Source: an optimization exercise on an open RTL-to-GDS flow (aim: small area and a short achievable clock period). Production flows keep margins and buffers that such runs may drop. Function was not checked in any run shown here: the RTL went through the layout flow alone. Power is estimated from default activity; no workload was simulated.

File: config.mk
export PLATFORM = sky130hd
export DESIGN_NAME = crc16_tfv
export DESIGN_NICKNAME = crc16_tfv
export VERILOG_FILES = /design/flow/design.v
export SDC_FILE = /design/flow/constraint.sdc
export NUM_CORES = 4
export LEC_CHECK = 0
export CAP_MARGIN = 20
export CORE_MARGIN = 2
export CORE_UTILIZATION = 40
export CTS_CLUSTER_DIAMETER = 150
export CTS_CLUSTER_SIZE = 25
export SETUP_SLACK_MARGIN = 3.5
export SLEW_MARGIN = 20
File: constraint.sdc
create_clock -name core_clock -period 5.0 [get_ports {clk}]
set_input_delay 1.0000 -clock core_clock [delete_from_list [all_inputs] [get_ports {clk}]]
set_output_delay 1.0000 -clock core_clock [all_outputs]
set_load 0.01 [all_outputs]
File: design.v
module crc16_update (
    input  wire [15:0] acc_in,
    input  wire [7:0]  data,
    output wire [15:0] acc_out
);
    wire [7:0] x = acc_in[7:0] ^ data;
    wire       p = ^x;
    assign acc_out = {p,
                      p ^ x[7],
                      x[7] ^ x[6],
                      x[6] ^ x[5],
                      x[5] ^ x[4],
                      x[4] ^ x[3],
                      x[3] ^ x[2],
                      x[2] ^ x[1],
                      acc_in[15] ^ x[1] ^ x[0],
                      acc_in[14] ^ x[0],
                      acc_in[13:9],
                      acc_in[8] ^ p};
endmodule
module crc16_tfv (
    input  wire         clk,
    input  wire         rst,           
    input  wire         in_valid,
    input  wire [7:0]   in_byte,
    input  wire         lenient,       
    input  wire         td_reset,      
    input  wire         ce_valid,
    input  wire         ce_op,         
    input  wire [15:0]  ce_data,
    output wire [15:0]  acc,           
    output wire         busy,          
    output wire         fault,         
    output reg          rec_valid,
    output wire [127:0] rec_id,
    output wire [4:0]   rec_id_len,
    output wire [255:0] rec_val,
    output wire [5:0]   rec_val_len,
    output reg          tel_valid,
    output reg  [1:0]   tel_status,    
    output wire [5:0]   tel_count
);
    reg         busy_q, s_hdr, s_crlf, s_id, s_val, s_vend, s_crc;
    wire        s_wait = ~busy_q;
    reg [15:0]  acc_q;
    reg         len_eff;
    reg         corr;
    reg         fault_q;
    reg [5:0]   idb [0:15];    
    reg [4:0]   id_len;
    reg         id_fresh;      
    reg [5:0]   id_first;      
    reg         id_dirty;      
    reg [7:0]   valb [0:31];
    reg [5:0]   val_len;
    reg         crc_bad;       
    reg [2:0]   crc_len;       
    reg [5:0]   pend;
    assign acc         = acc_q;
    assign busy        = busy_q;
    assign fault       = fault_q;
    assign rec_id_len  = id_len;
    assign rec_val_len = val_len;
    assign tel_count   = pend;
    genvar g;
    generate
        for (g = 0; g < 16; g = g + 1) begin : g_id_out
            assign rec_id[8*g +: 8] = {2'b00, idb[g]};
        end
        for (g = 0; g < 32; g = g + 1) begin : g_val_out
            assign rec_val[8*g +: 8] = valb[g];
        end
    endgenerate
    wire [7:0] b = in_byte;
    wire hi0      = (b[7:4] == 4'h0);
    wire hi2      = (b[7:4] == 4'h2);
    wire hi3      = (b[7:4] == 4'h3);
    wire lo_le9   = ~b[3] | (~b[2] & ~b[1]);                   
    wire is_cr    = hi0 & (b[3:0] == 4'hD);
    wire is_ws    = (hi0 & (b[3:0] == 4'h9)) |                   
                    (hi0 & b[3] & ~b[2] & b[1]) |                
                    (hi0 & b[3] & b[2] & ~b[1]) |                
                    (hi2 & (b[3:0] == 4'h0));                    
    wire is_digit = hi3 & lo_le9;
    wire is_idch  = (hi3 & (lo_le9 | (b[3:0] == 4'hA))) |        
                    (hi2 & (b[3:0] == 4'hA)) |                   
                    (hi2 & (b[3:0] == 4'hD)) |                   
                    (hi2 & (b[3:0] == 4'hE));                    
    wire is_slash = hi2 & (b[3:0] == 4'hF);
    wire is_bang  = hi2 & (b[3:0] == 4'h1);
    wire is_open  = hi2 & (b[3:0] == 4'h8);
    wire is_close = hi2 & (b[3:0] == 4'h9);
    wire is_hex   = is_digit |
                    ((b[7:3] == 5'b01000) & (b[2:0] != 3'd0) & (b[2:0] != 3'd7));  
    wire cec = ce_valid & ~td_reset;
    wire byt = in_valid & ~ce_valid & ~td_reset;
    wire [15:0] acc_p;
    wire [15:0] t_d;
    wire [7:0]  fold_byte = ce_valid ? ce_data[7:0] : in_byte;
    crc16_update u_p (.acc_in(acc_q),    .data(8'h00),     .acc_out(acc_p));
    crc16_update u_t (.acc_in(16'h0000), .data(fold_byte), .acc_out(t_d));
    wire [4:0] id_cur   = id_fresh ? 5'd1 : id_len;    
    wire       id_full  = id_cur[4];
    wire       id_any   = (id_len != 5'd0);             
    wire       val_full = val_len[5];
    wire take    = in_valid & ~ce_valid;                
    wire id_oth  = ~(is_ws | is_idch | is_open);
    wire vend_oth = ~(is_ws | is_digit | is_bang | is_open);
    wire open_c  = (s_wait | s_crc) & is_slash;
    wire term_c  = s_crc & (is_cr | is_slash);
    wire commit_c = s_vend & (is_digit | is_bang);
    wire open_b  = byt & open_c;
    wire term_b  = byt & term_c;
    wire commit  = byt & commit_c;
    wire fold_e  = s_hdr | s_val | ((s_id | s_vend) & len_eff);
    wire st_ws   = s_crlf | s_id | s_vend;    
    wire st_open = s_id | s_vend;             
    wire st_bang = s_vend | s_crc;            
    wire fold_c = fold_e |
                  ((is_ws | is_digit) & st_ws) |
                  (is_idch & s_id) |
                  (is_open & st_open) |
                  (is_bang & st_bang);
    wire wait_c = (s_wait & ~is_slash) |
                  (s_crlf & ~(is_ws | is_digit)) |
                  (s_id & ~len_eff & id_oth) |
                  (s_vend & ~len_eff & vend_oth) |
                  (s_crc & is_cr);
    wire hdr_c  = open_c | (s_hdr & ~is_cr);
    wire crlf_c = (s_hdr & is_cr) | (s_crlf & is_ws);
    wire id_c   = ((s_crlf | s_vend) & is_digit) |
                  (s_id & ~is_open & (is_ws | is_idch | (len_eff & ~is_bang)));
    wire val_c  = ((s_id | s_vend) & is_open) | (s_val & ~is_close);
    wire vend_c = (s_val & is_close) | (s_vend & (is_ws | (len_eff & vend_oth)));
    wire crc_c  = (((s_id & len_eff) | s_vend) & is_bang) |
                  (s_crc & ~(is_cr | is_slash));
    always @(posedge clk) begin
        if (rst | td_reset) begin
            busy_q <= 1'b0; s_hdr <= 1'b0; s_crlf <= 1'b0; s_id <= 1'b0;
            s_val <= 1'b0; s_vend <= 1'b0; s_crc <= 1'b0;
        end else if (take) begin
            busy_q <= ~wait_c;
            s_hdr  <= hdr_c;
            s_crlf <= crlf_c;
            s_id   <= id_c;
            s_val  <= val_c;
            s_vend <= vend_c;
            s_crc  <= crc_c;
        end
    end
    wire tk      = ~rst & ~td_reset;
    wire sel_cel = tk & ce_valid & s_wait & ~ce_op;
    wire sel_cef = tk & ce_valid & s_wait & ce_op;
    wire sel_b   = tk & ~ce_valid & in_valid;
    wire sel_fold = sel_b & fold_c;
    wire sel_hold = ~rst & (td_reset | (~(ce_valid & s_wait) & ~(sel_b & (fold_c | open_c))));
    always @(posedge clk) begin
        acc_q <= ({16{sel_fold | sel_cef}} & (acc_p ^ t_d)) |
                 ({16{sel_cel}}  & ce_data) |
                 ({16{sel_hold}} & acc_q);
    end
    always @(posedge clk) begin
        if (open_b)
            len_eff <= lenient;
        if (s_wait | s_hdr)
            corr <= 1'b0;
        else if (byt & len_eff & ((s_id & id_oth) | (s_vend & vend_oth)))
            corr <= 1'b1;
        if (rst) begin
            fault_q   <= 1'b0;
            rec_valid <= 1'b0;
            tel_valid <= 1'b0;
        end else begin
            if (byt & ((s_id & is_idch & id_full) |
                       (s_val & ~is_close & val_full) |
                       (commit & id_any & (pend == 6'd63))))
                fault_q <= 1'b1;
            rec_valid <= commit & id_any & ~fault_q;
            tel_valid <= term_b & ~fault_q;
        end
    end
    always @(posedge clk) begin
        if (s_wait | s_hdr)
            pend <= 6'd0;
        else if (commit & id_any)
            pend <= pend + 6'd1;
    end
    wire       id_app   = byt & s_id & is_idch;
    wire       id_clr   = s_wait | s_hdr | s_crlf;
    wire       id_wipe  = id_clr | (s_id & (id_dirty | id_fresh));
    wire [5:0] id_data  = (s_id | s_crc) ? b[5:0] : 6'd0;
    wire [5:0] id_data1 = (id_clr | (s_id & id_dirty)) ? 6'd0 : id_data;
    wire [5:0] id_data2 = id_wipe ? 6'd0 : id_data;
    always @(posedge clk) begin
        if (s_crlf)
            id_len <= 5'd1;
        else if (s_id) begin
            if (id_app)
                id_len <= id_cur + 5'd1;
            else if (byt & len_eff & id_oth)
                id_len <= 5'd0;
            else
                id_len <= id_cur;
        end
        id_fresh <= commit & is_digit;
        id_dirty <= byt & s_id & len_eff & id_oth;
        if (s_vend)
            id_first <= b[5:0];
    end
    integer k;
    always @(posedge clk) begin
        if (id_wipe | (s_id & (id_cur == 5'd0)) | (s_val & (id_len == 5'd0)) |
            (s_crc & (crc_len == 3'd0)))
            idb[0] <= s_crlf ? b[5:0] : (s_id & id_fresh) ? id_first : id_data;
        if (id_wipe | (s_id & (id_cur == 5'd1)) | (s_val & (id_len == 5'd1)) |
            (s_crc & (crc_len == 3'd1)))
            idb[1] <= id_data1;
        for (k = 2; k < 16; k = k + 1)
            if (id_wipe | (s_id & (id_cur == k)) | (s_val & (id_len == k)) |
                (s_crc & (crc_len == k)))
                idb[k] <= id_data2;
    end
    wire       val_clr  = ~(s_val | s_vend);
    wire       val_app  = byt & s_val & ~is_close;
    wire [7:0] val_data = s_val ? b : 8'h00;
    always @(posedge clk) begin
        if (val_clr)
            val_len <= 6'd0;
        else if (val_app)
            val_len <= val_len + 6'd1;
        for (k = 0; k < 32; k = k + 1)
            if (val_clr | (val_len == k))
                valb[k] <= val_data;
    end
    wire crc_app = byt & s_crc & ~(is_cr | is_slash | is_bang);
    always @(posedge clk) begin
        if (~s_crc) begin
            crc_len <= 3'd0;
            crc_bad <= 1'b0;
        end else if (crc_app) begin
            if (crc_len != 3'd5)
                crc_len <= crc_len + 3'd1;
            if (~crc_len[2] & ~is_hex)
                crc_bad <= 1'b1;
        end
    end
    function [3:0] hex_nib;
        input [5:0] c;
        begin
            if (c[4])
                hex_nib = c[3:0];
            else case (c[2:0])
                3'd1: hex_nib = 4'hA;
                3'd2: hex_nib = 4'hB;
                3'd3: hex_nib = 4'hC;
                3'd4: hex_nib = 4'hD;
                3'd5: hex_nib = 4'hE;
                default: hex_nib = 4'hF;
            endcase
        end
    endfunction
    wire [15:0] crc_hex = {hex_nib(idb[0]), hex_nib(idb[1]), hex_nib(idb[2]), hex_nib(idb[3])};
    wire [1:0] status = corr ? 2'd2 :
                        (crc_len == 3'd0) ? 2'd0 :
                        ((crc_len == 3'd4) && !crc_bad && (crc_hex == acc_q)) ? 2'd0 : 2'd1;
    always @(posedge clk) begin
        if (term_b)
            tel_status <= status;
    end
endmodule
File: run.sh
#!/bin/bash
# synth_recipe.tcl (not shown) runs the flow's synth.tcl, then flattens the netlist and writes it again
# the make line also repeats each setting of config.mk as NAME=value (left out here)
make -C /OpenROAD-flow-scripts/flow DESIGN_CONFIG=/design/flow/config.mk WORK_HOME=/design/flow/orfs CLKGATE_MAP_FILE= SYNTH_SCRIPT=/design/flow/synth_recipe.tcl finish
==> impl_metrics.csv, run 1 <==
group,metric,value,unit
run_status,status,"no timing/DRC/antenna violations",
critical_path,end_kind,"flip-flop",
run,maxCapViolCount,0,
floorplan,fp.dieArea,0.04112,sq mm
sta,min_period,2.329,ns
logic_synthesis,synth_flop_cell,"edfxtp_1",
grt,grt_remaining_overflow,0,
clock_tree,clock_sinks,411,
sta,grt_setup_unrepaired,"true",
cells_and_area,nFillCells,2993,
detailed_routing,routed_wl,56700,um
critical_path,rrSetupSlack,2.83,ns
detailed_routing,remaining_drc_errors,0,
cells_and_area,drive_gt1_share,54.65,%
sta,timing.final.crit_share,46.57,%
grt,grt_use_total,25.85,%
floorplan,die-height,202.8,um
cells_and_area,nets,1724,
min_path,worstHoldPathType,"reg -> reg",
detailed_routing,drt-vias-per-instance,5.242,
sta,max_slew.worst_pin.slew,0.6046,ns
logic_synthesis,yosysSeqAreaShare,74.91,%
power_and_ir_drop,ir_drop,215.4,uV
critical_path,r2r-start,"idb[3][2]$_DFFE_PP_",
logic_synthesis,synth_edf_count,361,
logic_synthesis,synth-seq-cells,411,
floorplan,core_area,0.03883,sq mm
grt,grt_pass1_wl,78250,um
clock_tree,cts.path.max_buffers,3,
clock_tree,cts_tree,"yes",
cells_and_area,finalInstanceArea,0.02364,sq mm
critical_path,critical_path_class,"in -> reg",
logic_synthesis,synthCells,1017,
sta,fmax,429.4,MHz
logic_synthesis,ys_types,66,
clock_tree,clk_pin_slew,0.10,ns
detailed_routing,first_iter_violations,897,
placed_design,io_buffers,421,
cells_and_area,antenna_cells,0,
sta,setup_viol,0,
cells_and_area,area_growth,49.53,%
critical_path,critPathRequiredTime,5.41,ns
sta,fin_tns_setup,0,ns
grt,antenna_found_initial,0,
logic_synthesis,async_flop_share,0,%
sta,slew_headroom,59.60,%
logic_synthesis,yosysWarnings,3,
placed_design,place.gp.congestion,0.8486,
logic_synthesis,avgSynthCellArea,15.54,sq um
critical_path,r2r_cells,8,
sta,slew_violations,0,
power_and_ir_drop,powerDensity,249.0,mW/mm^2
grt,grt_pass1_vias,11060,
logic_synthesis,syn_area,0.01581,sq mm
placed_design,placed_area,0.02107,sq mm
floorplan,row_count,72,
floorplan,initial_core_util,40.71,%
floorplan,ios,454,
critical_path,critPathMaxFanout,6,
cells_and_area,mostFrequentLayoutCells,"edfxtp_1 (361), buf_2 (323), buf_4 (149), buf_6 (119), nand2_1 (40)",
grt,grt_start_max_net_pins,33,
placed_design,dp_hpwl,34140,um
detailed_routing,ant_nets,0,
power_and_ir_drop,p_leak,10.60,nW
clock_tree,clk_latency,0.56,ns
clock_tree,root_buffer,"clkbuf_16",
critical_path,arrival,2.74,ns
floorplan,dieWidth,202.8,um
clock_tree,cts_buffers,20,
critical_path,startpoint,"in_byte[0]",
sta,hold_viol_final,0,
clock_tree,htreeDepth,1,
detailed_routing,drtPass1Iterations,6,
detailed_routing,wl_per_cell,25.69,um
critical_path,cp-endpoint,"id_len[3]$_SDFFE_PP0P_",
detailed_routing,vias,11570,
cells_and_area,final_common_cell,"edfxtp_1",
critical_path,crit_path_start_kind,"input pin",
critical_path,r2r-end,"tel_status[0]$_SDFFCE_PP0P_",
sta,skew,0.03469,ns
==> per-layer routing <==
metal	part of all wire [%]	global-route usage [%]	vias up
met2	52	47.75	512
met1	38	31.97	5882
li1	-	-	5083
met5	0	0	-
met4	3.1	5.240	0
met3	6.8	4.141	92
==> through the flow <==
step | hold WS [ns] | power [mW] | worst slack (ns) | cells | util, %
detailed placement | 0.4637 | 4.040 | 0.9913 | 1924 | 54.27
finish | 0.4775 | 5.884 | 2.671 | 2207 | 60.87
global placement | 0.4534 | 4.037 | 1.063 | 1924 | 54.27
global route | 0.4984 | 6.045 | 2.608 | 2207 | 60.87
floorplan | 0.4311 | 3.977 | 2.317 | 1048 | -
CTS | 0.4742 | 5.893 | 2.744 | 2140 | 58.09
==> cell usage after synthesis (12+ instances only) <==
library cell  number  area, sq um
a21o_1            18        135.1
a21oi_1           24        120.1
a22o_1            23        201.4
and2_1            22        137.6
buf_4             34        255.2
clkbuf_1          21        78.83
dfxtp_1           50         1001
edfxtp_1         361        10840
ha_1              18        225.2
inv_1             24        90.09
mux2i_1           18        180.2
nand2_1           74        277.8
nand2b_1          13        81.33
nor2_1            54        202.7
nor2b_1           12        75.07
o21ai_0           45        225.2
xnor2_1           38        332.8
xor2_1            25        219.0
==> power by group <==
| group | total (mW) | leakage (nW) | switching [mW] | internal [mW] |
|---|---|---|---|---|
| logic | 0.366 | 5.46 | 0.185 | 0.181 |
| registers | 3.68 | 4.86 | 0.0117 | 3.67 |
| clock network | 1.84 | 0.277 | 1.06 | 0.777 |
| total | 5.88 | 10.6 | 1.26 | 4.63 |
==> worst min path at each step <==
| stage | from | endpoint | slack (ns) | depth (start not counted) |
|---|---|---|---|---|
| floorplan | corr$_SDFFE_PP0P_ | tel_status[1]$_SDFFCE_PP1P_ | 0.43 | 0 |
| global placement | corr$_SDFFE_PP0P_ | tel_status[1]$_SDFFCE_PP1P_ | 0.45 | 0 |
| detailed placement | crc_bad$_SDFFE_PN0P_ | crc_bad$_SDFFE_PN0P_ | 0.46 | 1 |
| CTS | fault_q$_SDFFE_PP0P_ | rec_valid$_SDFF_PP0_ | 0.47 | 1 |
| global route | fault_q$_SDFFE_PP0P_ | rec_valid$_SDFF_PP0_ | 0.50 | 1 |
| finish | crc_bad$_SDFFE_PN0P_ | crc_bad$_SDFFE_PN0P_ | 0.48 | 1 |
==> flip-flops by register name, summed over array words and instances, names as in the netlist, 2 cells and up <==
register / flops
val_len: 6
idb: 96
tel_status: 2
pend: 6
crc_len: 3
id_first: 6
id_len: 5
acc_q: 16
valb: 256
==> worst max-delay path: stages <==
cell and delay (ns):
buf_12 0.11, buf_4 0.14, clkinvlp_4 0.09, a21oi_4 0.07, a22o_4 0.28, buf_4 0.14, nor4_4 0.39, buf_4 0.19
nor2_1 0.06, a21oi_2 0.17, a211oi_1 0.08
==> repair_timing <==
item | in CTS | in global routing
cloned | 11 | 7
endpoints found under the setup margin | 1155 | 955
setup buffers | 169 | 59
gates resized for setup | 1970 | 124
pin swaps | 125 | 100
hold buffers | 0 | 0
==> final cells by class <==
| cell class | count | area [sq um] | share of cell area (%) |
|---|---|---|---|
| clock buffers | 34 | 553.0 | 2.340 |
| well taps | 518 | 648.1 | 2.742 |
| repair buffers | 660 | 5221 | 22.09 |
| flip-flops and latches | 411 | 11980 | 50.70 |
| inverters | 24 | 131.4 | 0.5558 |
| clock inverters | 2 | 32.53 | 0.1376 |
| multi-input cells | 558 | 5066 | 21.43 |
==> logic make-up after synthesis <==
family,synth area share (%)
flip-flops,74.91
AND/OR/NAND/NOR,8.169
AO/OA/AOI/OAI,7.631
buffers and inverters,3.103
XOR/XNOR,3.594
adder cells (fa/ha/maj),1.425
multiplexers,1.140
other,0.02372
==> inputs of run 2 (changes only) <==
==> flow/run.sh (new file) <==
#!/bin/bash
# Own layout flow: the standard layout (standard.sh), with extra ORFS
# settings appended to config.mk (see extra.mk). Each tool's output goes to a
# log file of its own in the work folder.
set -euo pipefail
cat flow/extra.mk >> config.mk
bash standard.sh > standard_flow.log 2>&1
==> flow/extra.mk (new file) <==
# port buffers start at the smallest buffer; repair upsizes the ones on
# critical paths
export BUFFER_PORTS_ARGS = -buffer_cell sky130_fd_sc_hd__buf_1
==> standard.sh (new file) <==
#!/bin/bash
# synth_recipe.tcl (not shown) runs the flow's synth.tcl, then flattens the netlist and writes it again
# the make line also repeats each setting of config.mk as NAME=value (left out here)
make -C /OpenROAD-flow-scripts/flow DESIGN_CONFIG=/design/flow/config.mk WORK_HOME=/design/flow/orfs CLKGATE_MAP_FILE= SYNTH_SCRIPT=/design/flow/synth_recipe.tcl "${@:-finish}"
--- a/config.mk
+++ b/config.mk
@@ -8,7 +8,8 @@
 export CAP_MARGIN = 20
 export CORE_MARGIN = 2
 export CORE_UTILIZATION = 40
-export CTS_CLUSTER_DIAMETER = 150
-export CTS_CLUSTER_SIZE = 25
-export SETUP_SLACK_MARGIN = 3.5
+export SETUP_SLACK_MARGIN = 3.0
 export SLEW_MARGIN = 20
+# port buffers start at the smallest buffer; repair upsizes the ones on
+# critical paths
+export BUFFER_PORTS_ARGS = -buffer_cell sky130_fd_sc_hd__buf_1
removed: run.sh
==> run 2 against run 1 <==
Global-route usage is 3.7 points lower. Power is 23% higher. Cell area fell by 6.7%. Critical path depth shrank 3. Count of clock-buffer cells in the layout grew 19. Clock skew shrank 0.017 ns. Core utilization fell by 4.1 points. First-iteration DRC count down 17%. Still clean on timing, DRC and antenna. Sequential cell count is the same. Worst hold slack worse by 0.014 ns. Area after synthesis did not move. Highest routed layer unchanged.
==> impl_metrics.csv, run 2 <==
group,metric,value,unit
logic_synthesis,synthAdderAreaFrac,1.425,%
run,maxCapViolCount,0,
power_and_ir_drop,ir_drop,236.3,uV
floorplan,die-height,202.8,um
grt,grt_remaining_overflow,0,
logic_synthesis,synth_top_area_share,68.58,%
critical_path,cp_top_family,"simple AND/OR/NAND/NOR gates",
logic_synthesis,synth_commonest_cells,"edfxtp_1 (361), nand2_1 (74), nor2_1 (54)",
clock_tree,clk_pin_slew,0.06,ns
min_path,worstHoldPathType,"reg -> reg",
sta,timing.final.crit_share,46.95,%
logic_synthesis,synth_top_family_by_area,"simple AND/OR/NAND/NOR gates",
detailed_routing,ant_nets,0,
critical_path,cpMaxStageDelayCell,"or3_4",
sta,skew,0.01725,ns
detailed_routing,first_iter_violations,745,
sta,slew_violations,0,
cells_and_area,final_common_cell,"edfxtp_1",
critical_path,crit_path_max_incr_delay,0.43,ns
detailed_routing,drtPass1Iterations,5,
floorplan,initial_core_util,40.71,%
critical_path,crit_path_start_kind,"input pin",
clock_tree,root_buffer,"clkbuf_16",
clock_tree,htreeDepth,2,
logic_synthesis,synth_mux_area_share,1.140,%
clock_tree,cts_buffers,42,
placed_design,place.gp.congestion,0.8813,
grt,grt_use_total,22.12,%
detailed_routing,routed_wl,48160,um
logic_synthesis,synth-seq-cells,411,
sta,max_slew.worst_pin.slew,1.005,ns
cells_and_area,area_growth,39.44,%
critical_path,r2r-end,"tel_status[0]$_SDFFCE_PP0P_",
floorplan,dieWidth,202.8,um
critical_path,r2r_cells,9,
logic_synthesis,synth-simple-area-share,8.169,%
critical_path,r2r-start,"idb[0][1]$_DFFE_PP_",
clock_tree,clk_latency,0.56,ns
critical_path,cp_cell_sequence,"buf_16 > or3_4 > nor3_4 > and3_4 > nor3_2 > nand4_1 > o311ai_4 > a221o_1",
logic_synthesis,avgSynthCellArea,15.54,sq um
floorplan,row_count,72,
placed_design,io_buffers,421,
grt,grt_pass1_vias,10560,
cells_and_area,largest_register_ffs,256,
cells_and_area,fin_util,56.77,%
sta,grt_setup_unrepaired,"true",
floorplan,core_area,0.03883,sq mm
logic_synthesis,synth_edf_count,361,
min_path,min_from,"crc_bad$_SDFFE_PN0P_",
clock_tree,cts.path.max_buffers,3,
cells_and_area,mostFrequentLayoutCells,"edfxtp_1 (361), clkbuf_2 (182), buf_4 (129), buf_2 (119), nand2_1 (67)",
logic_synthesis,synth_area_leaders,"edfxtp_1 (69%), dfxtp_1 (6.3%), xnor2_1 (2.1%)",
critical_path,critical_path_class,"in -> reg",
logic_synthesis,async_flop_share,0,%
placed_design,dp_cells,1933,
floorplan,ios,454,
logic_synthesis,yosysSeqAreaShare,74.91,%
logic_synthesis,synth.most_common_cell,"edfxtp_1",
cells_and_area,fin_cells,2149,
critical_path,rrSetupSlack,2.75,ns
logic_synthesis,yosysWarnings,3,
logic_synthesis,synth-compound-area-share,7.631,%
detailed_routing,drt-vias-per-instance,5.096,
sta,fin_tns_setup,0,ns
critical_path,critPathMaxFanout,5,
placed_design,dp_hpwl,31680,um
detailed_routing,wl_per_cell,22.41,um
clock_tree,cts_tree,"yes",
sta,setup_viol,0,
min_path,min_to,"crc_bad$_SDFFE_PN0P_",
cells_and_area,top_regs,"valb: 256 flops, idb: 96 flops, acc_q: 16 flops",
logic_synthesis,ys_types,66,
cells_and_area,antenna_cells,0,
power_and_ir_drop,powerDensity,329.4,mW/mm^2
clock_tree,clock_sinks,411,
power_and_ir_drop,p_leak,9.769,nW
critical_path,crit_buf_inv,1,
logic_synthesis,synthCells,1017,
grt,grt_start_max_net_pins,34,
critical_path,arrival,2.79,ns
logic_synthesis,synth_xor_area_share,3.594,%
cells_and_area,nets,1648,
floorplan,fp.dieArea,0.04112,sq mm
run_status,status,"no timing/DRC/antenna violations",
detailed_routing,remaining_drc_errors,0,
cells_and_area,drive_gt1_share,44.51,%
sta,fmax,426.0,MHz
logic_synthesis,syn_area,0.01581,sq mm
grt,grt_pass1_wl,67800,um
logic_synthesis,synth_flop_cell,"edfxtp_1",
sta,min_period,2.348,ns
cells_and_area,regMostFlops,"valb",
grt,antenna_found_initial,1,
detailed_routing,vias,10950,
sta,slew_headroom,33.01,%
min_path,hold_depth,1,
logic_synthesis,synth_top_area_cell,"edfxtp_1",
critical_path,critPathRequiredTime,5.44,ns
clock_tree,cts_hold_buf,0,
critical_path,path_depth,8,
sta,hold_viol_final,0,
critical_path,end_kind,"flip-flop",
-- run 2: stage by stage --
step	worst slack, ns	instance area, sq um	total power, mW	hold WS (ns)
2_1_floorplan	2.314	16080	3.968	0.4311
3_3_place_gp	1.427	17980	4.014	0.4422
3_5_place_dp	1.280	17980	4.016	0.4537
4_1_cts	2.740	21290	7.291	0.4669
5_1_grt	2.624	22040	7.477	0.4813
6_report	2.652	22040	7.260	0.4636
-- run 2: how the worst max path moves through the flow --
| stage | from | to | slack, ns |
|---|---|---|---|
| 2_1_floorplan | in_byte[1] | acc_q[0]$_DFF_P_ | 2.31 |
| 3_3_place_gp | in_byte[5] | acc_q[14]$_DFF_P_ | 1.43 |
| 3_5_place_dp | in_byte[5] | acc_q[0]$_DFF_P_ | 1.28 |
| 4_1_cts | in_byte[2] | acc_q[5]$_DFF_P_ | 2.74 |
| 5_1_grt | in_byte[2] | acc_q[5]$_DFF_P_ | 2.62 |
| 6_report | in_byte[4] | acc_q[0]$_DFF_P_ | 2.65 |
-- run 2: cell families (layout without fill, tap and decap cells) --
logic type | count (synthesis) | count (layout)
xor+xnor | 64 | 64
flops | 411 | 411
buf+inv | 91 | 671
compound gates | 169 | 169
other cells | 1 | 32
fa+ha+maj | 18 | 18
simple gates | 245 | 248
mux | 18 | 18
-- run 2: cell type report --
| type | instances | area, sq um |
|---|---|---|
| fillers | 3123 | 16790 |
| flip-flops and latches | 411 | 11960 |
| multi-input cells | 549 | 4143 |
| repair buffers | 571 | 3741 |
| clock buffers | 53 | 1124 |
| well taps | 518 | 648.1 |
| clock inverters | 23 | 314.1 |
| inverters | 24 | 108.9 |
-- run 2: report_power, final --
group / switching [mW] / internal (mW)
Combinational: 0.185 / 0.168
Sequential: 0.00934 / 3.68
Clock: 1.30 / 1.92
-- run 2: what timing repair did --
action                      CTS  global route
resized for setup           438           238
cloned                        2             3
pin swaps                    48            34
setup buffers               106            29
setup endpoints to repair  1041           733
-- run 2: per-layer routing --
layer  wire length (um)  part of all wire, %  GRT usage (%)  vias to the layer above
li1                   -                    -              -                     4915
met1              18410                   38          26.65                     5439
met2              24810                   52          40.09                      508
met3               3685                  7.7          5.008                       89
met4               1251                  2.6          5.501                        0
met5                  0                    0              0                        -
-- run 2: worst register-to-register path, delay by kind of cell, from the launching register on --
| kind | cells | cell delay (ns) |
|---|---|---|
| AO/OA/AOI/OAI | 4 | 0.79 |
| XOR/XNOR | 1 | 0.16 |
| adder cells (fa/ha/maj) | 1 | 0.33 |
| buffers and inverters | 2 | 0.14 |
| flip-flops | 1 | 0.43 |
| AND/OR/NAND/NOR | 1 | 0.19 |
==> inputs of run 3 (changes only) <==
--- a/design.v
+++ b/design.v
@@ -207,17 +207,16 @@
         if (s_vend)
             id_first <= b[5:0];
     end
+    wire       id_wr  = s_id | s_val | s_crc;
+    wire [4:0] id_pos = s_crc ? {2'b00, crc_len} : id_cur;
     integer k;
     always @(posedge clk) begin
-        if (id_wipe | (s_id & (id_cur == 5'd0)) | (s_val & (id_len == 5'd0)) |
-            (s_crc & (crc_len == 3'd0)))
+        if (id_wipe | (id_wr & (id_pos == 5'd0)))
             idb[0] <= s_crlf ? b[5:0] : (s_id & id_fresh) ? id_first : id_data;
-        if (id_wipe | (s_id & (id_cur == 5'd1)) | (s_val & (id_len == 5'd1)) |
-            (s_crc & (crc_len == 3'd1)))
+        if (id_wipe | (id_wr & (id_pos == 5'd1)))
             idb[1] <= id_data1;
         for (k = 2; k < 16; k = k + 1)
-            if (id_wipe | (s_id & (id_cur == k)) | (s_val & (id_len == k)) |
-                (s_crc & (crc_len == k)))
+            if (id_wipe | (id_wr & (id_pos == k)))
                 idb[k] <= id_data2;
     end
     wire       val_clr  = ~(s_val | s_vend);
==> run.sh (new file) <==
#!/bin/bash
# synth_recipe.tcl (not shown) runs the flow's synth.tcl, then flattens the netlist and writes it again
# the make line also repeats each setting of config.mk as NAME=value (left out here)
make -C /OpenROAD-flow-scripts/flow DESIGN_CONFIG=/design/flow/config.mk WORK_HOME=/design/flow/orfs CLKGATE_MAP_FILE= SYNTH_SCRIPT=/design/flow/synth_recipe.tcl finish
--- a/config.mk
+++ b/config.mk
@@ -8,8 +8,7 @@
 export CAP_MARGIN = 20
 export CORE_MARGIN = 2
 export CORE_UTILIZATION = 40
+export CTS_CLUSTER_DIAMETER = 150
+export CTS_CLUSTER_SIZE = 25
 export SETUP_SLACK_MARGIN = 3.0
 export SLEW_MARGIN = 20
-# port buffers start at the smallest buffer; repair upsizes the ones on
-# critical paths
-export BUFFER_PORTS_ARGS = -buffer_cell sky130_fd_sc_hd__buf_1
removed: flow/run.sh
removed: flow/extra.mk
removed: standard.sh
==> run 3 against run 2 <==
Still clean. Worst setup slack lost 0.24 ns. Clock skew increased by 0.020 ns. Cell count decreased by 2.7%. Synthesized cell count down 1.8%. Sequential share of layout area grew 1.0 points. Critical path depth is 1 higher. Fmax decreased by 9.1%. Sequential power about the same.
==> impl_metrics.csv, run 3 <==
group,metric,value,unit
cells_and_area,drive_gt1_share,47.55,%
logic_synthesis,synth-simple-area-share,8.051,%
critical_path,crit_top_cell,"buf_4",
cells_and_area,antenna_cells,0,
power_and_ir_drop,seqPwrFrac,63.1,%
sta,skew,0.03704,ns
critical_path,arrival,3.01,ns
clock_tree,root_buffer,"clkbuf_16",
sta,max_slew.worst_pin.slew,0.8967,ns
logic_synthesis,synth_mux_area_share,1.311,%
power_and_ir_drop,ir_drop,285.4,uV
logic_synthesis,synth-seq-cells,411,
grt,grt_pass1_wl,72070,um
clock_tree,clock_sinks,411,
sta,slew_violations,0,
detailed_routing,vias,10800,
floorplan,die-height,201.8,um
power_and_ir_drop,swShare,20.68,%
cells_and_area,area_growth,38.42,%
critical_path,end_kind,"flip-flop",
critical_path,path_depth,9,
logic_synthesis,avgSynthCellArea,15.67,sq um
power_and_ir_drop,internal_power,4.619,mW
cells_and_area,final_common_cell,"edfxtp_1",
sta,grt_setup_unrepaired,"true",
logic_synthesis,synthCells,999,
power_and_ir_drop,powerDensity,268.8,mW/mm^2
logic_synthesis,synth_edf_count,361,
critical_path,crit_buf_inv,3,
grt,antenna_found_initial,1,
cells_and_area,fin_cells,2091,
floorplan,fp.dieArea,0.04072,sq mm
cells_and_area,nFillCells,3215,
sta,min_period,2.584,ns
clock_tree,cts_tree,"yes",
critical_path,r2r-start,"s_vend$_SDFFE_PP0P_",
logic_synthesis,synth_top_area_cell,"edfxtp_1",
critical_path,critical_path_class,"in -> reg",
sta,hold_viol_final,0,
detailed_routing,wl_per_cell,24.03,um
floorplan,row_count,72,
logic_synthesis,syn_area,0.01565,sq mm
run,maxCapViolCount,0,
floorplan,dieWidth,201.8,um
clock_tree,clk_pin_slew,0.12,ns
power_and_ir_drop,p_leak,9.744,nW
cells_and_area,regMostFlops,"valb",
grt,grt_use_total,23.96,%
logic_synthesis,synth-compound-area-share,7.043,%
power_and_ir_drop,p_clk_share,31.8,%
sta,setup_viol,0,
critical_path,r2r-end,"acc_q[3]$_DFF_P_",
detailed_routing,drt-vias-per-instance,5.165,
critical_path,cpMaxStageDelayCell,"or4b_4",
detailed_routing,drtPass1Iterations,5,
power_and_ir_drop,pwr-share-comb,5.1,%
floorplan,initial_core_util,40.49,%
clock_tree,cts_buffers,20,
detailed_routing,remaining_drc_errors,0,
run_status,status,"no timing/DRC/antenna violations",
logic_synthesis,yosysWarnings,3,
cells_and_area,top_regs,"valb: 256 flops, idb: 96 flops, acc_q: 16 flops",
logic_synthesis,synthAdderAreaFrac,0.7995,%
logic_synthesis,synth_commonest_cells,"edfxtp_1 (361), o21ai_0 (71), nor2_1 (52)",
logic_synthesis,synth_top_family_by_area,"simple AND/OR/NAND/NOR gates",
grt,grt_pass1_vias,10510,
grt,grt_remaining_overflow,0,
detailed_routing,first_iter_violations,1042,
logic_synthesis,yosysSeqAreaShare,75.66,%
grt,grt_start_max_net_pins,33,
logic_synthesis,synth_area_leaders,"edfxtp_1 (69%), dfxtp_1 (6.4%), o21ai_0 (2.3%)",
detailed_routing,routed_wl,50250,um
critical_path,rrSetupSlack,2.87,ns
placed_design,dp_hpwl,32210,um
critical_path,cp-endpoint,"acc_q[9]$_DFF_P_",
cells_and_area,mostFrequentLayoutCells,"edfxtp_1 (361), buf_2 (337), buf_4 (125), buf_6 (71), nand2_1 (46)",
clock_tree,cts.path.max_buffers,3,
critical_path,crit_path_start_kind,"input pin",
placed_design,dp_cells,1924,
critical_path,startpoint,"in_byte[4]",
critical_path,cp_top_family,"compound AO/OA/AOI/OAI gates",
placed_design,io_buffers,421,
critical_path,cp_cell_sequence,"buf_12 > buf_4 > or4b_4 > o32ai_4 > o32ai_2 > a31oi_1 > nor3_2 > buf_4 > a221o_1",
placed_design,place.gp.congestion,0.8490,
logic_synthesis,async_flop_share,0,%
sta,slew_headroom,40.22,%
sta,fmax,387.0,MHz
clock_tree,cts_hold_buf,0,
floorplan,core_area,0.03865,sq mm
logic_synthesis,synth_flop_cell,"edfxtp_1",
clock_tree,htreeDepth,1,
critical_path,r2r_cells,7,
power_and_ir_drop,p_sw,1.204,mW
clock_tree,clk_latency,0.56,ns
floorplan,ios,454,
critical_path,crit_path_max_incr_delay,0.58,ns
logic_synthesis,synth_xor_area_share,3.822,%
min_path,worstHoldPathType,"reg -> reg",
critical_path,critPathRequiredTime,5.43,ns
detailed_routing,ant_nets,0,
sta,timing.final.crit_share,51.67,%
logic_synthesis,synth.most_common_cell,"edfxtp_1",
sta,fin_tns_setup,0,ns
cells_and_area,nets,1600,
logic_synthesis,synth_top_area_share,69.27,%
critical_path,critPathMaxFanout,8,
logic_synthesis,ys_types,74,
cells_and_area,largest_register_ffs,256,
-- run 3: cell count changes after synthesis, moves of 6 or more --
cell      before  now
o21ai_0       45   71
a22o_1        23    7
a22oi_1       10    2
ha_1          18   10
buf_2         11    5
clkbuf_1      21   29
a221o_1        4   17
nand2_1       74   51
a21o_1        18    3
-- run 3: area by class of cell --
class | count | area, sq um | share of cell area [%]
clock buffer | 35 | 578.1 | 2.669
sequential | 411 | 11970 | 55.28
tap | 518 | 648.1 | 2.992
multi-input combinational | 529 | 4314 | 19.92
inverter | 22 | 110.1 | 0.5083
timing repair buffer | 575 | 4021 | 18.56
clock inverter | 1 | 16.27 | 0.07509
-- run 3: kinds of logic after synthesis --
kind of cell,after synthesis
buf+inv,95
compound gates,164
xor+xnor,65
fa+ha+maj,10
flops,411
simple gates,234
mux,19
other cells,1
-- run 3: timing repair --
| action | CTS | global route |
|---|---|---|
| gates resized for setup | 1849 | 96 |
| setup endpoints to repair | 1085 | 712 |
| pin swaps | 58 | 25 |
| gates cloned | 6 | 0 |
| buffers inserted | 104 | 21 |
-- run 3: per-layer routing --
layer | share of wire (%) | GRT usage (%) | up-vias
met4 | 3.2 | 6.933 | 2
met2 | 48 | 39.31 | 448
li1 | - | - | 4819
met3 | 8.9 | 7.546 | 96
met5 | 0.026 | 0 | -
met1 | 40 | 30.62 | 5434
-- run 3: through the flow --
| stage | power, mW | hold WS (ns) | area, sq um | setup slack (ns) | utilization [%] |
|---|---|---|---|---|---|
| final | 5.824 | 0.4642 | 21660 | 2.416 | 56.05 |
| after global routing | 6.000 | 0.5015 | 21660 | 2.360 | 56.05 |
| after CTS | 5.867 | 0.4733 | 21090 | 2.462 | 54.57 |
| after detailed placement | 3.999 | 0.4489 | 20650 | 1.046 | 53.43 |
| after global placement | 3.997 | 0.4410 | 20640 | 1.137 | 53.40 |
| after floorplan | 3.944 | 0.4309 | 16020 | 2.159 | - |
-- run 3: worst min path at each step --
stage	start	slack (ns)	end	depth (start not counted)
after CTS	corr$_SDFFE_PP0P_	0.47	tel_status[1]$_SDFFCE_PP1P_	0
after global placement	crc_bad$_SDFFE_PN0P_	0.44	crc_bad$_SDFFE_PN0P_	1
final	corr$_SDFFE_PP0P_	0.46	tel_status[1]$_SDFFCE_PP1P_	0
after global routing	corr$_SDFFE_PP0P_	0.50	tel_status[1]$_SDFFCE_PP1P_	0
after detailed placement	crc_bad$_SDFFE_PN0P_	0.45	crc_bad$_SDFFE_PN0P_	1
after floorplan	corr$_SDFFE_PP0P_	0.43	tel_status[1]$_SDFFCE_PP1P_	0
-- run 3: worst reg2reg max path, stage by stage, from the launching register on --
cell	delay, ns
dfxtp_2	0.44
or2_2	0.36
a211o_1	0.31
a31oi_1	0.18
nand4_1	0.11
nor3b_4	0.17
buf_12	0.15
a221o_1	0.30
-- run 3: power groups by stage --
stage	sequential [mW]	combinational [mW]	clock [mW]
floorplan	3.77	0.175	0
global placement	3.77	0.225	0
detailed placement	3.77	0.228	0
CTS	3.68	0.283	1.91
global route	3.68	0.315	2.01
finish	3.68	0.298	1.85
==> inputs of run 4 (changes only) <==
--- a/design.v
+++ b/design.v
@@ -46,10 +46,10 @@
     reg         len_eff;
     reg         corr;
     reg         fault_q;
-    reg [5:0]   idb [0:15];    
+    reg [4:0]   idb [0:15];    
     reg [4:0]   id_len;
     reg         id_fresh;      
-    reg [5:0]   id_first;      
+    reg [4:0]   id_first;      
     reg         id_dirty;      
     reg [7:0]   valb [0:31];
     reg [5:0]   val_len;
@@ -65,7 +65,7 @@
     genvar g;
     generate
         for (g = 0; g < 16; g = g + 1) begin : g_id_out
-            assign rec_id[8*g +: 8] = {2'b00, idb[g]};
+            assign rec_id[8*g +: 8] = {2'b00, idb[g][4] | idb[g][3], idb[g]};
         end
         for (g = 0; g < 32; g = g + 1) begin : g_val_out
             assign rec_val[8*g +: 8] = valb[g];
@@ -188,9 +188,9 @@
     wire       id_app   = byt & s_id & is_idch;
     wire       id_clr   = s_wait | s_hdr | s_crlf;
     wire       id_wipe  = id_clr | (s_id & (id_dirty | id_fresh));
-    wire [5:0] id_data  = (s_id | s_crc) ? b[5:0] : 6'd0;
-    wire [5:0] id_data1 = (id_clr | (s_id & id_dirty)) ? 6'd0 : id_data;
-    wire [5:0] id_data2 = id_wipe ? 6'd0 : id_data;
+    wire [4:0] id_data  = (s_id | s_crc) ? b[4:0] : 5'd0;
+    wire [4:0] id_data1 = (id_clr | (s_id & id_dirty)) ? 5'd0 : id_data;
+    wire [4:0] id_data2 = id_wipe ? 5'd0 : id_data;
     always @(posedge clk) begin
         if (s_crlf)
             id_len <= 5'd1;
@@ -205,14 +205,14 @@
         id_fresh <= commit & is_digit;
         id_dirty <= byt & s_id & len_eff & id_oth;
         if (s_vend)
-            id_first <= b[5:0];
+            id_first <= b[4:0];
     end
     wire       id_wr  = s_id | s_val | s_crc;
     wire [4:0] id_pos = s_crc ? {2'b00, crc_len} : id_cur;
     integer k;
     always @(posedge clk) begin
         if (id_wipe | (id_wr & (id_pos == 5'd0)))
-            idb[0] <= s_crlf ? b[5:0] : (s_id & id_fresh) ? id_first : id_data;
+            idb[0] <= s_crlf ? b[4:0] : (s_id & id_fresh) ? id_first : id_data;
         if (id_wipe | (id_wr & (id_pos == 5'd1)))
             idb[1] <= id_data1;
         for (k = 2; k < 16; k = k + 1)
@@ -244,7 +244,7 @@
         end
     end
     function [3:0] hex_nib;
-        input [5:0] c;
+        input [4:0] c;
         begin
             if (c[4])
                 hex_nib = c[3:0];
==> run 4 against run 3 <==
Largest power group unchanged. Critical path type is now reg -> out. Via count grew 0.22%. Critical endpoint is now rec_id[13]. Routed wire length shrank 0.56%. Cell area is essentially flat. Cell count grew 1.0%. Combinational power grew 17%. First-iteration DRC count shrank 32%. Synthesized cell count grew 1.6%. Sequential power shrank 4%. Clock skew shrank 0.022 ns. Register-to-register slack lost 0.13 ns. Highest routed layer is now met4.
==> impl_metrics.csv, run 4 <==
group,metric,value,unit
run_status,status,"no timing/DRC/antenna violations",
grt,grt_use_total,23.77,%
logic_synthesis,synth_area_leaders,"edfxtp_1 (67%), dfxtp_1 (6.5%), xnor2_1 (2.3%)",
clock_tree,clk_latency,0.53,ns
placed_design,place.gp.congestion,0.8972,
logic_synthesis,yosysSeqAreaShare,73.49,%
grt,grt_pass1_wl,72020,um
grt,grt_start_max_net_pins,33,
logic_synthesis,syn_area,0.01542,sq mm
sta,slew_headroom,40.74,%
detailed_routing,routed_wl,49970,um
critical_path,critPathRequiredTime,4.00,ns
critical_path,crit_top_cell,"buf_6",
sta,fmax,412.2,MHz
sta,min_period,2.426,ns
detailed_routing,first_iter_violations,705,
clock_tree,cts_hold_buf,0,
power_and_ir_drop,p_leak,9.770,nW
placed_design,dp_cells,1930,
critical_path,critPathMaxFanout,2,
sta,fin_tns_setup,0,ns
cells_and_area,fin_cells,2112,
power_and_ir_drop,ir_drop,212.6,uV
logic_synthesis,async_flop_share,0,%
cells_and_area,area_growth,40.63,%
critical_path,crit_path_start_kind,"flip-flop",
cells_and_area,regMostFlops,"valb",
floorplan,die-height,200.3,um
detailed_routing,drt-vias-per-instance,5.125,
sta,max_slew.worst_pin.slew,0.8889,ns
logic_synthesis,synth_top_area_share,67.00,%
sta,hold_viol_final,0,
logic_synthesis,avgSynthCellArea,15.19,sq um
cells_and_area,fin_util,57.29,%
logic_synthesis,synthCells,1015,
grt,antenna_found_initial,1,
floorplan,row_count,71,
sta,setup_viol,0,
floorplan,initial_core_util,40.74,%
detailed_routing,vias,10820,
sta,grt_setup_unrepaired,"true",
clock_tree,root_buffer,"clkbuf_16",
cells_and_area,nets,1629,
power_and_ir_drop,powerDensity,257.7,mW/mm^2
logic_synthesis,synth-seq-cells,394,
critical_path,end_kind,"output port",
floorplan,fp.dieArea,0.04013,sq mm
sta,slew_violations,0,
placed_design,dp_hpwl,32600,um
floorplan,ios,454,
cells_and_area,finalInstanceArea,0.02168,sq mm
min_path,worstHoldPathType,"reg -> reg",
clock_tree,clk_pin_slew,0.11,ns
cells_and_area,antenna_cells,0,
clock_tree,clock_sinks,394,
sta,timing.final.crit_share,48.52,%
cells_and_area,largest_register_ffs,256,
placed_design,io_buffers,421,
floorplan,core_area,0.03784,sq mm
critical_path,cp_cell_sequence,"buf_6 > or2_4 > buf_6",
critical_path,critical_path_class,"reg -> out",
cells_and_area,seq_area,0.01145,sq mm
run,maxCapViolCount,0,
clock_tree,cts_tree,"yes",
cells_and_area,drive_gt1_share,49.47,%
logic_synthesis,synth.most_common_cell,"edfxtp_1",
critical_path,cpMaxStageDelayCell,"edfxtp_1",
logic_synthesis,ys_types,83,
critical_path,arrival,1.43,ns
detailed_routing,drtPass1Iterations,5,
logic_synthesis,synth_top_area_cell,"edfxtp_1",
cells_and_area,mostFrequentLayoutCells,"edfxtp_1 (344), buf_2 (313), buf_6 (126), buf_4 (113), nand2_1 (49)",
logic_synthesis,synth_commonest_cells,"edfxtp_1 (344), o21ai_0 (65), nand2_1 (55)",
placed_design,placed_area,0.02031,sq mm
cells_and_area,multi_input_area,0.004467,sq mm
cells_and_area,top_regs,"valb: 256 flops, idb: 80 flops, acc_q: 16 flops",
detailed_routing,ant_nets,0,
detailed_routing,wl_per_cell,23.66,um
clock_tree,cts_buffers,19,
sta,skew,0.01545,ns
clock_tree,htreeDepth,1,
grt,grt_remaining_overflow,0,
floorplan,dieWidth,200.3,um
cells_and_area,nFillCells,3129,
cells_and_area,final_common_cell,"edfxtp_1",
grt,grt_pass1_vias,10570,
logic_synthesis,synth_flop_cell,"edfxtp_1",
logic_synthesis,synth_edf_count,344,
critical_path,crit_path_max_incr_delay,0.42,ns
detailed_routing,remaining_drc_errors,0,
sta,worst_hold_slack,0.4722,ns
clock_tree,cts.path.max_buffers,3,
logic_synthesis,yosysWarnings,3,
-- run 4: cell families after synthesis --
| logic type | after synthesis | synth area share (%) |
|---|---|---|
| AO/OA/AOI/OAI | 171 | 7.718 |
| XOR/XNOR | 61 | 3.644 |
| adder cells (fa/ha/maj) | 10 | 0.8116 |
| buffers and inverters | 111 | 3.839 |
| flip-flops | 394 | 73.49 |
| multiplexers | 22 | 1.428 |
| other | 1 | 0.02432 |
| AND/OR/NAND/NOR | 245 | 9.041 |
-- run 4: final cells by class --
class / instances / share of cell area [%]
Sequential cell: 394 / 52.81
Multi-Input combinational cell: 542 / 20.60
Timing Repair Buffer: 592 / 20.43
Tap cell: 511 / 2.949
Clock buffer: 32 / 2.418
Inverter: 39 / 0.7040
Clock inverter: 2 / 0.08079
-- run 4: timing repair --
item | CTS | global route
cloned | 4 | 0
gates resized for setup | 1919 | 118
setup endpoints to repair | 1112 | 551
setup buffers | 115 | 29
pin swaps | 49 | 54
-- run 4: final timing paths --
path,end,slack [ns],depth (start not counted),start
setup / recovery,rec_id[13],2.57,3,idb[1][4]$_SDFFCE_PP0P_
hold / removal,crc_bad$_SDFFE_PN0P_,0.47,1,crc_bad$_SDFFE_PN0P_
setup reg to reg,tel_status[0]$_SDFFCE_PP0P_,2.74,9,idb[1][1]$_SDFFCE_PP0P_
hold reg to reg,crc_bad$_SDFFE_PN0P_,0.47,1,crc_bad$_SDFFE_PN0P_
-- run 4: where the power goes --
part	internal [mW]	switching [mW]
registers	3.51	0.00876
logic	0.172	0.177
clock network	0.732	0.983
-- run 4: layer usage --
layer / share of wire, % / wire, um / global-route usage, %
met5: 0 / 0 / 0
met4: 3.3 / 1664 / 7.196
met3: 7.4 / 3679 / 5.483
met2: 51 / 25370 / 41.44
met1: 39 / 19250 / 29.44
-- run 4: stage by stage --
stage	setup WS (ns)	power [mW]
2_1_floorplan	2.311	3.824
3_3_place_gp	1.347	3.880
3_5_place_dp	1.286	3.881
4_1_cts	2.554	5.604
5_1_grt	2.525	5.751
6_report	2.574	5.587
-- run 4: worst max-delay path: cells and delay by family (launching register included) --
kind | cells | cell delay (ns)
flip-flops | 1 | 0.42
buffers and inverters | 2 | 0.26
AND/OR/NAND/NOR | 1 | 0.22
==> inputs of run 5 (changes only) <==
==> flow/run.sh (new file) <==
#!/bin/bash
# Own layout flow: the standard layout (standard.sh), with extra ORFS
# settings appended to config.mk (see extra.mk). Each tool's output goes to a
# log file of its own in the work folder.
set -euo pipefail
cat flow/extra.mk >> config.mk
bash standard.sh > standard_flow.log 2>&1
==> flow/extra.mk (new file) <==
# port buffers start at the smallest buffer; repair upsizes the ones on
# critical paths
export BUFFER_PORTS_ARGS = -buffer_cell sky130_fd_sc_hd__buf_1
# let repair resize a cell to any drive strength, not only to cells of the
# same footprint
export MATCH_CELL_FOOTPRINT = 0
==> standard.sh (new file) <==
#!/bin/bash
# synth_recipe.tcl (not shown) runs the flow's synth.tcl, then flattens the netlist and writes it again
# the make line also repeats each setting of config.mk as NAME=value (left out here)
make -C /OpenROAD-flow-scripts/flow DESIGN_CONFIG=/design/flow/config.mk WORK_HOME=/design/flow/orfs CLKGATE_MAP_FILE= SYNTH_SCRIPT=/design/flow/synth_recipe.tcl "${@:-finish}"
--- a/config.mk
+++ b/config.mk
@@ -12,3 +12,9 @@
 export CTS_CLUSTER_SIZE = 25
 export SETUP_SLACK_MARGIN = 3.0
 export SLEW_MARGIN = 20
+# port buffers start at the smallest buffer; repair upsizes the ones on
+# critical paths
+export BUFFER_PORTS_ARGS = -buffer_cell sky130_fd_sc_hd__buf_1
+# let repair resize a cell to any drive strength, not only to cells of the
+# same footprint
+export MATCH_CELL_FOOTPRINT = 0
removed: run.sh
==> run 5 against run 4 <==
Via count decreased by 0.13%. Combinational power decreased by 2%. Cell count is essentially flat. First-iteration DRC count grew 18%. Clock skew grew 0.014 ns. Largest cell class unchanged. Sequential power about the same. Core utilization fell by 0.80 points. Worst setup slack worse by 0.0012 ns. Sequential cell count unchanged.
==> impl_metrics.csv, run 5 <==
group,metric,value,unit
logic_synthesis,synthCells,1015,
floorplan,ios,454,
cells_and_area,final_common_cell,"edfxtp_1",
logic_synthesis,synth_top_area_cell,"edfxtp_1",
critical_path,arrival,1.43,ns
critical_path,crit_path_start_kind,"flip-flop",
placed_design,place.gp.congestion,0.8879,
logic_synthesis,synth-seq-cells,394,
critical_path,end_kind,"output port",
detailed_routing,wl_per_cell,21.69,um
cells_and_area,multi_input_area,0.004405,sq mm
logic_synthesis,synth_commonest_cells,"edfxtp_1 (344), o21ai_0 (65), nand2_1 (55)",
sta,grt_setup_unrepaired,"true",
logic_synthesis,synth_flop_cell,"edfxtp_1",
sta,slew_violations,0,
cells_and_area,drive_gt1_share,46.90,%
logic_synthesis,synth_edf_count,344,
sta,fmax,412.0,MHz
cells_and_area,largest_register_ffs,256,
clock_tree,cts.path.max_buffers,3,
cells_and_area,seq_area,0.01144,sq mm
critical_path,critPathMaxFanout,2,
detailed_routing,routed_wl,45760,um
power_and_ir_drop,powerDensity,261.2,mW/mm^2
sta,fin_tns_setup,0,ns
logic_synthesis,yosysSeqAreaShare,73.49,%
power_and_ir_drop,ir_drop,250.1,uV
detailed_routing,drtPass1Iterations,5,
sta,skew,0.02990,ns
critical_path,critical_path_class,"reg -> out",
floorplan,initial_core_util,40.74,%
cells_and_area,nFillCells,3049,
clock_tree,cts_buffers,19,
clock_tree,cts_tree,"yes",
clock_tree,root_buffer,"clkbuf_16",
run_status,status,"no timing/DRC/antenna violations",
grt,grt_use_total,21.18,%
logic_synthesis,synth_area_leaders,"edfxtp_1 (67%), dfxtp_1 (6.5%), xnor2_1 (2.3%)",
grt,antenna_found_initial,2,
cells_and_area,regMostFlops,"valb",
grt,grt_start_max_net_pins,33,
clock_tree,clock_sinks,394,
clock_tree,clk_latency,0.55,ns
logic_synthesis,ys_types,83,
sta,min_period,2.427,ns
grt,grt_remaining_overflow,0,
detailed_routing,remaining_drc_errors,0,
grt,grt_pass1_wl,64690,um
floorplan,fp.dieArea,0.04013,sq mm
min_path,worstHoldPathType,"reg -> reg",
cells_and_area,top_regs,"valb: 256 flops, idb: 80 flops, acc_q: 16 flops",
floorplan,row_count,71,
cells_and_area,antenna_cells,0,
grt,grt_pass1_vias,10060,
run,maxCapViolCount,0,
clock_tree,clk_pin_slew,0.11,ns
logic_synthesis,avgSynthCellArea,15.19,sq um
placed_design,io_buffers,421,
logic_synthesis,async_flop_share,0,%
sta,hold_viol_final,0,
cells_and_area,mostFrequentLayoutCells,"edfxtp_1 (344), clkbuf_2 (186), buf_4 (123), buf_6 (110), buf_2 (96)",
clock_tree,htreeDepth,1,
sta,slew_headroom,38.41,%
cells_and_area,area_growth,38.66,%
logic_synthesis,synth_top_area_share,67.00,%
power_and_ir_drop,p_total,5.583,mW
power_and_ir_drop,p_leak,9.305,nW
detailed_routing,first_iter_violations,831,
detailed_routing,vias,10810,
sta,timing.final.crit_share,48.55,%
floorplan,core_area,0.03784,sq mm
logic_synthesis,syn_area,0.01542,sq mm
sta,max_slew.worst_pin.slew,0.9238,ns
sta,worst_hold_slack,0.4734,ns
floorplan,dieWidth,200.3,um
floorplan,die-height,200.3,um
sta,setup_viol,0,
placed_design,dp_hpwl,29020,um
logic_synthesis,synth.most_common_cell,"edfxtp_1",
detailed_routing,ant_nets,0,
logic_synthesis,yosysWarnings,3,
detailed_routing,drt-vias-per-instance,5.123,
cells_and_area,nets,1628,
critical_path,critPathRequiredTime,4.00,ns
run 5: cell counts after synthesis:
Identical to the previous run, type by type.
run 5: routing by layer:
metal / wire, um / share of wire, % / GRT usage, %
met1: 18040 / 39 / 27.29
met2: 23060 / 50 / 36.63
met3: 3205 / 7.0 / 4.068
met4: 1429 / 3.1 / 5.820
met5: 30 / 0.066 / 0
run 5: power breakdown:
part | switching (mW) | internal (mW) | leakage [nW]
combinational | 0.182 | 0.160 | 4.40
sequential | 0.00812 | 3.52 | 4.65
clock | 0.987 | 0.729 | 0.257
run 5: area by class of cell:
type	instances	area share (%)
flip-flops and latches	394	53.51
multi-input cells	542	20.61
repair buffers	591	19.67
well taps	511	2.991
clock buffers	31	2.435
inverters	39	0.7023
clock inverters	2	0.08194
run 5: kinds of logic after synthesis:
logic type | share of synthesized area (%)
simple gates | 9.041
fa+ha+maj | 0.8116
compound gates | 7.718
buf+inv | 3.839
xor+xnor | 3.644
mux | 1.428
other cells | 0.02432
flops | 73.49
run 5: through the flow:
stage,setup slack [ns],cell area [sq um],std cells,utilization [%]
final,2.573,21380,2110,56.49
after global routing,2.549,21380,2110,56.49
after CTS,2.568,20440,2071,54.02
after detailed placement,1.264,17670,1929,46.69
after global placement,1.354,17670,1928,46.68
after floorplan,2.311,15790,1046,-
run 5: repair_timing:
item,4_1_cts,5_1_grt
cloned,1,2
buffers inserted,108,37
resized for setup,477,283
setup endpoints to repair,1006,647
hold buffers,0,0
pin swaps,47,51
run 5: worst paths after layout:
path | start | end | slack (ns) | depth (start not counted)
setup / recovery | idb[1][3]$_SDFFCE_PP0P_ | rec_id[13] | 2.57 | 2
hold / removal | crc_bad$_SDFFE_PN0P_ | crc_bad$_SDFFE_PN0P_ | 0.47 | 1
setup reg to reg | idb[1][3]$_SDFFCE_PP0P_ | tel_status[0]$_SDFFCE_PP0P_ | 2.70 | 7
hold reg to reg | crc_bad$_SDFFE_PN0P_ | crc_bad$_SDFFE_PN0P_ | 0.47 | 1
run 5: worst max-delay path, stage by stage, from the launching register on:
cell and delay, ns:
edfxtp_1 0.48, or2_4 0.28, buf_6 0.12
==> inputs of run 6 (changes only) <==
--- a/design.v
+++ b/design.v
@@ -46,10 +46,10 @@
     reg         len_eff;
     reg         corr;
     reg         fault_q;
-    reg [4:0]   idb [0:15];    
+    reg [5:0]   idb [0:15];    
     reg [4:0]   id_len;
     reg         id_fresh;      
-    reg [4:0]   id_first;      
+    reg [5:0]   id_first;      
     reg         id_dirty;      
     reg [7:0]   valb [0:31];
     reg [5:0]   val_len;
@@ -65,7 +65,7 @@
     genvar g;
     generate
         for (g = 0; g < 16; g = g + 1) begin : g_id_out
-            assign rec_id[8*g +: 8] = {2'b00, idb[g][4] | idb[g][3], idb[g]};
+            assign rec_id[8*g +: 8] = {2'b00, idb[g]};
         end
         for (g = 0; g < 32; g = g + 1) begin : g_val_out
             assign rec_val[8*g +: 8] = valb[g];
@@ -188,9 +188,9 @@
     wire       id_app   = byt & s_id & is_idch;
     wire       id_clr   = s_wait | s_hdr | s_crlf;
     wire       id_wipe  = id_clr | (s_id & (id_dirty | id_fresh));
-    wire [4:0] id_data  = (s_id | s_crc) ? b[4:0] : 5'd0;
-    wire [4:0] id_data1 = (id_clr | (s_id & id_dirty)) ? 5'd0 : id_data;
-    wire [4:0] id_data2 = id_wipe ? 5'd0 : id_data;
+    wire [5:0] id_data  = (s_id | s_crc) ? b[5:0] : 6'd0;
+    wire [5:0] id_data1 = (id_clr | (s_id & id_dirty)) ? 6'd0 : id_data;
+    wire [5:0] id_data2 = id_wipe ? 6'd0 : id_data;
     always @(posedge clk) begin
         if (s_crlf)
             id_len <= 5'd1;
@@ -205,14 +205,14 @@
         id_fresh <= commit & is_digit;
         id_dirty <= byt & s_id & len_eff & id_oth;
         if (s_vend)
-            id_first <= b[4:0];
+            id_first <= b[5:0];
     end
     wire       id_wr  = s_id | s_val | s_crc;
     wire [4:0] id_pos = s_crc ? {2'b00, crc_len} : id_cur;
     integer k;
     always @(posedge clk) begin
         if (id_wipe | (id_wr & (id_pos == 5'd0)))
-            idb[0] <= s_crlf ? b[4:0] : (s_id & id_fresh) ? id_first : id_data;
+            idb[0] <= s_crlf ? b[5:0] : (s_id & id_fresh) ? id_first : id_data;
         if (id_wipe | (id_wr & (id_pos == 5'd1)))
             idb[1] <= id_data1;
         for (k = 2; k < 16; k = k + 1)
@@ -244,7 +244,7 @@
         end
     end
     function [3:0] hex_nib;
-        input [4:0] c;
+        input [5:0] c;
         begin
             if (c[4])
                 hex_nib = c[3:0];
==> flow/run.sh (replaced) <==
#!/bin/bash
# Own layout flow: the standard layout (standard.sh) with a few extra ORFS
# settings: the ones in extra.mk are appended to config.mk, and
# MATCH_CELL_FOOTPRINT, which the platform's config.mk sets, is overridden on
# the make command line so that repair may resize a cell to any drive
# strength. Each tool's output goes to a log file of its own here.
set -euo pipefail
cat flow/extra.mk >> config.mk
bash standard.sh MATCH_CELL_FOOTPRINT=0 finish > standard_flow.log 2>&1
==> flow/extra.mk (replaced) <==
# port buffers start at the smallest buffer; repair upsizes the ones on
# critical paths
export BUFFER_PORTS_ARGS = -buffer_cell sky130_fd_sc_hd__buf_1
--- a/config.mk
+++ b/config.mk
@@ -15,6 +15,3 @@
 # port buffers start at the smallest buffer; repair upsizes the ones on
 # critical paths
 export BUFFER_PORTS_ARGS = -buffer_cell sky130_fd_sc_hd__buf_1
-# let repair resize a cell to any drive strength, not only to cells of the
-# same footprint
-export MATCH_CELL_FOOTPRINT = 0
==> run 6 against run 5 <==
Clock skew rose by 0.0017 ns. Largest power group unchanged. Sequential cell count rose by 17. Core utilization fell by 1.1 points. Critical path depth rose by 6. Die area rose by 1.5%. Clock power rose by 7%. Synthesized cell count fell by 1.6%. Count of clock-buffer cells in the layout rose by 4. Worst hold slack improved by 0.0023 ns. Fmax fell by 2.8%.
==> impl_metrics.csv, run 6 <==
group,metric,value,unit
logic_synthesis,synth-seq-cells,411,
power_and_ir_drop,powerDensity,271.5,mW/mm^2
sta,fmax,400.6,MHz
placed_design,dp_hpwl,30250,um
critical_path,end_kind,"flip-flop",
power_and_ir_drop,pwr-share-comb,4.9,%
clock_tree,htreeDepth,1,
cells_and_area,mostFrequentLayoutCells,"edfxtp_1 (361), clkbuf_2 (270), buf_4 (129), buf_6 (63), buf_1 (62)",
critical_path,path_depth,8,
critical_path,crit_buf_inv,2,
floorplan,die-height,201.8,um
run_status,status,"no timing/DRC/antenna violations",
power_and_ir_drop,p_sw,1.197,mW
sta,grt_setup_unrepaired,"true",
power_and_ir_drop,swShare,20.61,%
detailed_routing,routed_wl,47070,um
critical_path,critPathRequiredTime,5.45,ns
critical_path,critical_path_class,"in -> reg",
clock_tree,cts_hold_buf,0,
sta,timing.final.crit_share,49.93,%
critical_path,startpoint,"in_byte[5]",
sta,hold_viol_final,0,
logic_synthesis,synth.most_common_cell,"edfxtp_1",
critical_path,rrSetupSlack,2.82,ns
clock_tree,cts_tree,"yes",
critical_path,arrival,2.94,ns
logic_synthesis,synth_area_leaders,"edfxtp_1 (69%), dfxtp_1 (6.4%), o21ai_0 (2.3%)",
detailed_routing,remaining_drc_errors,0,
clock_tree,clock_sinks,411,
grt,grt_pass1_vias,10120,
critical_path,r2r-start,"s_vend$_SDFFE_PP0P_",
floorplan,fp.dieArea,0.04072,sq mm
grt,grt_start_max_net_pins,33,
cells_and_area,nets,1606,
detailed_routing,ant_nets,0,
clock_tree,root_buffer,"clkbuf_16",
floorplan,row_count,72,
sta,min_period,2.496,ns
cells_and_area,regMostFlops,"valb",
critical_path,r2r-end,"acc_q[11]$_DFF_P_",
critical_path,crit_path_start_kind,"input pin",
floorplan,dieWidth,201.8,um
cells_and_area,nFillCells,3187,
logic_synthesis,ys_types,74,
logic_synthesis,yosysSeqAreaShare,75.66,%
logic_synthesis,synthCells,999,
critical_path,critPathMaxFanout,8,
logic_synthesis,async_flop_share,0,%
cells_and_area,antenna_cells,0,
logic_synthesis,yosysWarnings,3,
grt,grt_use_total,21.89,%
floorplan,ios,454,
sta,fin_tns_setup,0,ns
sta,skew,0.03159,ns
clock_tree,cts.path.max_buffers,3,
placed_design,io_buffers,421,
power_and_ir_drop,p_clk_share,31.8,%
floorplan,core_area,0.03865,sq mm
clock_tree,clk_pin_slew,0.11,ns
critical_path,cp_top_family,"simple AND/OR/NAND/NOR gates",
power_and_ir_drop,ir_drop,266.5,uV
cells_and_area,largest_register_ffs,256,
clock_tree,cts_buffers,20,
logic_synthesis,synth_flop_cell,"edfxtp_1",
cells_and_area,final_common_cell,"edfxtp_1",
cells_and_area,fin_util,55.35,%
sta,slew_violations,0,
cells_and_area,drive_gt1_share,45.73,%
cells_and_area,area_growth,36.69,%
detailed_routing,drtPass1Iterations,5,
critical_path,cp_cell_sequence,"buf_12 > or4_4 > nor4_4 > o32ai_2 > a31oi_1 > nor3_2 > buf_6 > a221o_1",
run 6: worst register-to-register path: cells and delay by family, from the launching register on:
| family | cells | cell delay [ns] |
|---|---|---|
| flip-flops | 1 | 0.44 |
| buffers and inverters | 1 | 0.16 |
| AND/OR/NAND/NOR | 3 | 0.65 |
| AO/OA/AOI/OAI | 3 | 0.80 |
run 6: worst min-delay path by stage:
stage | slack, ns | from | end | cells past startpoint
after floorplan | 0.43 | corr$_SDFFE_PP0P_ | tel_status[1]$_SDFFCE_PP1P_ | 0
final | 0.48 | crc_bad$_SDFFE_PN0P_ | crc_bad$_SDFFE_PN0P_ | 1
after global routing | 0.49 | crc_bad$_SDFFE_PN0P_ | crc_bad$_SDFFE_PN0P_ | 1
after global placement | 0.45 | crc_bad$_SDFFE_PN0P_ | crc_bad$_SDFFE_PN0P_ | 1
after detailed placement | 0.45 | crc_bad$_SDFFE_PN0P_ | crc_bad$_SDFFE_PN0P_ | 1
after CTS | 0.48 | crc_bad$_SDFFE_PN0P_ | crc_bad$_SDFFE_PN0P_ | 1
run 6: cell families after synthesis:
group	after synthesis	share of synthesized area, %
flops	411	75.66
compound gates	164	7.044
mux	19	1.311
fa+ha+maj	10	0.7995
xor+xnor	65	3.822
other cells	1	0.02396
simple gates	234	8.051
buf+inv	95	3.286
run 6: power by group through the flow:
stage	Sequential [mW]	Combinational (mW)	Clock, mW
after floorplan	3.77	0.175	0
after global placement	3.77	0.200	0
after detailed placement	3.77	0.201	0
after CTS	3.68	0.250	1.90
after global routing	3.68	0.305	1.99
final	3.68	0.286	1.84
run 6: layout make-up:
cell class	count	area, sq um	area share, %
Sequential cell	411	11980	56.00
Timing Repair inverter	1	7.507	0.03509
Inverter	22	105.1	0.4913
Tap cell	518	648.1	3.030
Timing Repair Buffer	580	3752	17.54
Clock buffer	35	578.1	2.702
Multi-Input combinational cell	529	4305	20.13
Clock inverter	1	16.27	0.07604
run 6: routing by layer:
metal,part of all wire [%],GRT usage [%]
met1,41,29.22
met4,2.6,6.014
met2,49,35.78
met3,7.2,5.466
met5,0,0
run 6: timing repair:
item                                    4_1_cts  5_1_grt
pin swaps                                    50       48
cloned                                        6        2
endpoints found under the hold margin         0        0
gates resized for setup                     580      214
endpoints found under the setup margin     1046      723
setup buffers                                89       43
run 6: per-stage QoR:
step           cell area, sq um  worst slack [ns]  hold WS (ns)  instances
4_1_cts                   20550             2.517        0.4771       2052
2_1_floorplan             16010             2.159        0.4309       1030
6_report                  21390             2.504        0.4756       2097
3_5_place_dp              18000             1.484        0.4510       1921
5_1_grt                   21390             2.449        0.4949       2097
3_3_place_gp              17990             1.512        0.4456       1921

-- port drivers added, routing unchanged --
The results above use ideal ports. As a check the final layouts listed here were re-extracted and re-timed, cells and wires unchanged. Step 1: set_driving_cell puts a clkbuf_16 on clk and a buf_2 on each other input, an assumption about the parent block. Step 2 also shifts input and output timing later by t, the mid clock arrival at the registers, as if the neighbouring blocks saw the same clock. a / b / c = ideal ports / drivers / drivers and shift; a / b = the first two.
run | t (ns) | slack for setup (ns)
run 1 | 0.595 | 2.671 / 2.671 / 2.076
run 2 | 0.603 | 2.652 / 2.609 / 2.007
run 3 | 0.593 | 2.416 / 2.422 / 1.828
run 4 | 0.583 | 2.574 / 2.515 / 2.048
run 5 | 0.594 | 2.573 / 2.516 / 2.155
run 6 | 0.595 | 2.504 / 2.484 / 1.889
After both steps setup and hold are still met in every run listed.
